Source: an optimization exercise on an open RTL-to-GDS flow (aim: small area, a short achievable clock period and few clock cycles per item). Production flows keep margins and buffers that such runs may drop.
Where RTL was checked, it was by simulation tests only, not by an equivalence proof against the original.

Design pid_eval, start of the top module:
module pid_eval (
    input  wire        clk,
    input  wire        rst,
    input  wire        start,
    input  wire [31:0] sp,
    input  wire [31:0] meas,
    input  wire [31:0] kp,
    input  wire [31:0] ki,
    input  wire [31:0] kd,
    input  wire [31:0] bias,
    input  wire [31:0] dt,
    output wire        ready,
    output reg         done,
    output wire [31:0] out,
    output wire [31:0] integral,
    output wire [31:0] prev_err
);
Size: ~11,000 cells after synthesis, roughly 560 flip-flops, ~330 I/O pins, about 79,000 µm² of cells after synthesis.
export LEC_CHECK = 0
export ABC_AREA = 1
export CAP_MARGIN = 20
export CORE_MARGIN = 2
export CORE_UTILIZATION = 50
export SETUP_SLACK_MARGIN = 5
export SLEW_MARGIN = 20
export TNS_END_PERCENT = 5
create_clock -name core_clock -period 20.0 [get_ports {clk}]
run.sh (not shown) runs the stock make flow with config.mk's settings and CLKGATE_MAP_FILE= SYNTH_SCRIPT=/design/flow/synth_recipe.tcl, a recipe that flattens the netlist after the stock synthesis.
The baseline produced a clean layout.
Testbench counts at the start, summed over its fixed seeds: cycles 43,200, items 4,800.
==> next run, changes <==
--- a/flow/config.mk
+++ b/flow/config.mk
@@ -9,5 +9,5 @@
 export CAP_MARGIN = 20
 export CORE_MARGIN = 2
-export CORE_UTILIZATION = 50
+export CORE_UTILIZATION = 40
 export SETUP_SLACK_MARGIN = 5
 export SLEW_MARGIN = 20
=> The new run went through all stages and came out clean; register-to-register slack gains 0.10 ns; final area rises slightly; setup slack gains 0.10 ns; cell count rises by a few percent.
==> next run, changes <==
--- a/flow/config.mk
+++ b/flow/config.mk
@@ -10,4 +10,5 @@
 export CORE_MARGIN = 2
 export CORE_UTILIZATION = 40
+export PLACE_DENSITY = 0.7
 export SETUP_SLACK_MARGIN = 5
 export SLEW_MARGIN = 20
What happened:
- clock skew increases by 0.0087 ns
- clock-buffer cell count decreases by 3
- design area barely changes
- core utilization is about the same
- synthesized cell count is unchanged
- synthesized area stays the same
- via count increases by 0.53%
- first-iteration DRC count increases by 25%
- die area stays the same
- cell count is about the same
- register-to-register slack loses 0.26 ns

========
## v56
Another version of the RTL of pid_eval (not shown whole).
Size: roughly 12000 cells after synthesis, about 560 flip-flops, about 330 I/O pins.
clock: 20.0 ns
lec_check: 0
abc_area: 1
cap_margin: 20
core_margin: 2
core_utilization: 40
setup_slack_margin: 3.5
slew_margin: 20
No stage failed in v56, and the final checks on the layout all came back clean.
Testbench counts of v56, summed over its fixed seeds: cycles 43,200, items 4,800.
Modified inputs, v43 compared to v56
Settings: a change of SETUP_SLACK_MARGIN from 3.5 to 5.
--- outcome ---
- v43 closes out successfully: all stages finished, all timing, DRC and antenna checks passed.
- Diff v56 -> v43 | global routing usage summed across all routing layers | decrease of 0.78 points
- When the final numbers for v56 and v43 were put side by side, the setup slack at placement turned out to be greater in v43.
- v43: final clock period utilization by the worst path 0.63 points below v56
- When v43 is set beside v56, its proportion of cell area occupied by multi-input gates turns out to be 0.20 points larger.
- The final hold slack in v43 was higher than what v56 gave.
- Diff v56 -> v43: pin count of the biggest net entering global routing down 7.7%; transition time at the pin with the least slew margin went down.
- When v43 is measured against v56, its sum of net half-perimeters after detailed placement turns out 9800 um lower.
- Looking at maximum fanout along the worst path, v43 sits 2 above v56.
diff inputs: v43 => v23
Settings: removing ABC_AREA (formerly 1).
Comparing v23 with v43, the register area came out essentially unchanged.
The routed wire length in v43 is 0.936 times that in v23.
The clock transition at the registers of the reported paths of v23 and that of v43 are within noise of each other.
Against v43, v23 reports a met2 wire length that is higher.
Global-route wire length before repair up 5.5% in v23 wrt v43
Changes observed in v23 relative to v43: total non-filler cell area in the finished layout saw an increase; time the final worst path needs with I/O delays and setup saw an increase.
The net count after synthesis number comes out lower for v23 vs v43.
Comparing v43 and v23, final net count is higher on v43.
Status: critical path data required time parity (v43, v23)
What v31 does differently from v23 at the input level:
Settings: ABC_AREA: unset -> 1; TNS_END_PERCENT: unset -> 5.
Findings:
v31 against v23: met3 routing resource usage after global routing saw a decrease; routed wire length saw a decrease.

========
Another version of the RTL of pid_eval (not shown whole).
For scale: about 9900 cells after synthesis, ~490 flip-flops, roughly 80000 sq um of cells after synthesis.
clock: 20.0 ns
lec_check: 0
cap_margin: 20
core_margin: 2
core_utilization: 40
setup_slack_margin: 4
slew_margin: 20
The starting point produced a clean layout.
==> next run, changes <==
SETUP_SLACK_MARGIN = default   (was 4)
Result:
- The new run completed with no timing, DRC or antenna violations
- global-route usage falls by 1.3 points
- routed wire length came out lower by 2.9%
- flip-flop and latch count is unchanged
- via count drops by 1.6%
- synthesized cell count is unchanged
No functional check of the RTL was part of any run of this note.

[afterwards: timing with drivers on the ports]
The flow's constraints put no driver on any port. The routed layouts listed below were extracted and timed again, unchanged, in two steps.
Step 1 (the two cells are an assumption about what drives the block):
set clk [get_ports {clk}]
set_driving_cell -lib_cell sky130_fd_sc_hd__clkbuf_16 $clk
set_driving_cell -lib_cell sky130_fd_sc_hd__buf_2 [delete_from_list [all_inputs] $clk]
Step 2 times the ports against the registers' clock, not the clock port: input delays grow and output delays shrink by t, the midpoint of the rising clock arrivals with the driver on.
Three values: no drivers, after step 1, after step 2; two values: the first two.
run | t (ns) | slack for setup (ns) | worst setup path at the end
the first run of note 1 | 0.784 | 3.359 / 3.359 / 3.359 | register to register
the second run of note 1 | 0.803 | 3.462 / 3.462 / 3.462 | register to register
the third run of note 1 | 0.779 | 3.202 / 3.202 / 3.202 | register to register
v56 | 0.820 | 3.511 / 3.511 / 3.511 | register to register
v43 | 0.803 | 3.638 / 3.638 / 3.638 | register to register
v23 | 0.840 | 3.518 / 3.518 / 3.518 | register to register
v31 | 0.811 | 3.641 / 3.641 / 3.641 | register to register
the first run of note 3 | 0.781 | 3.532 / 3.532 / 3.532 | register to register
the second run of note 3 | 0.816 | 1.067 / 1.067 / 1.067 | register to register
After both steps every run listed still meets setup and hold.
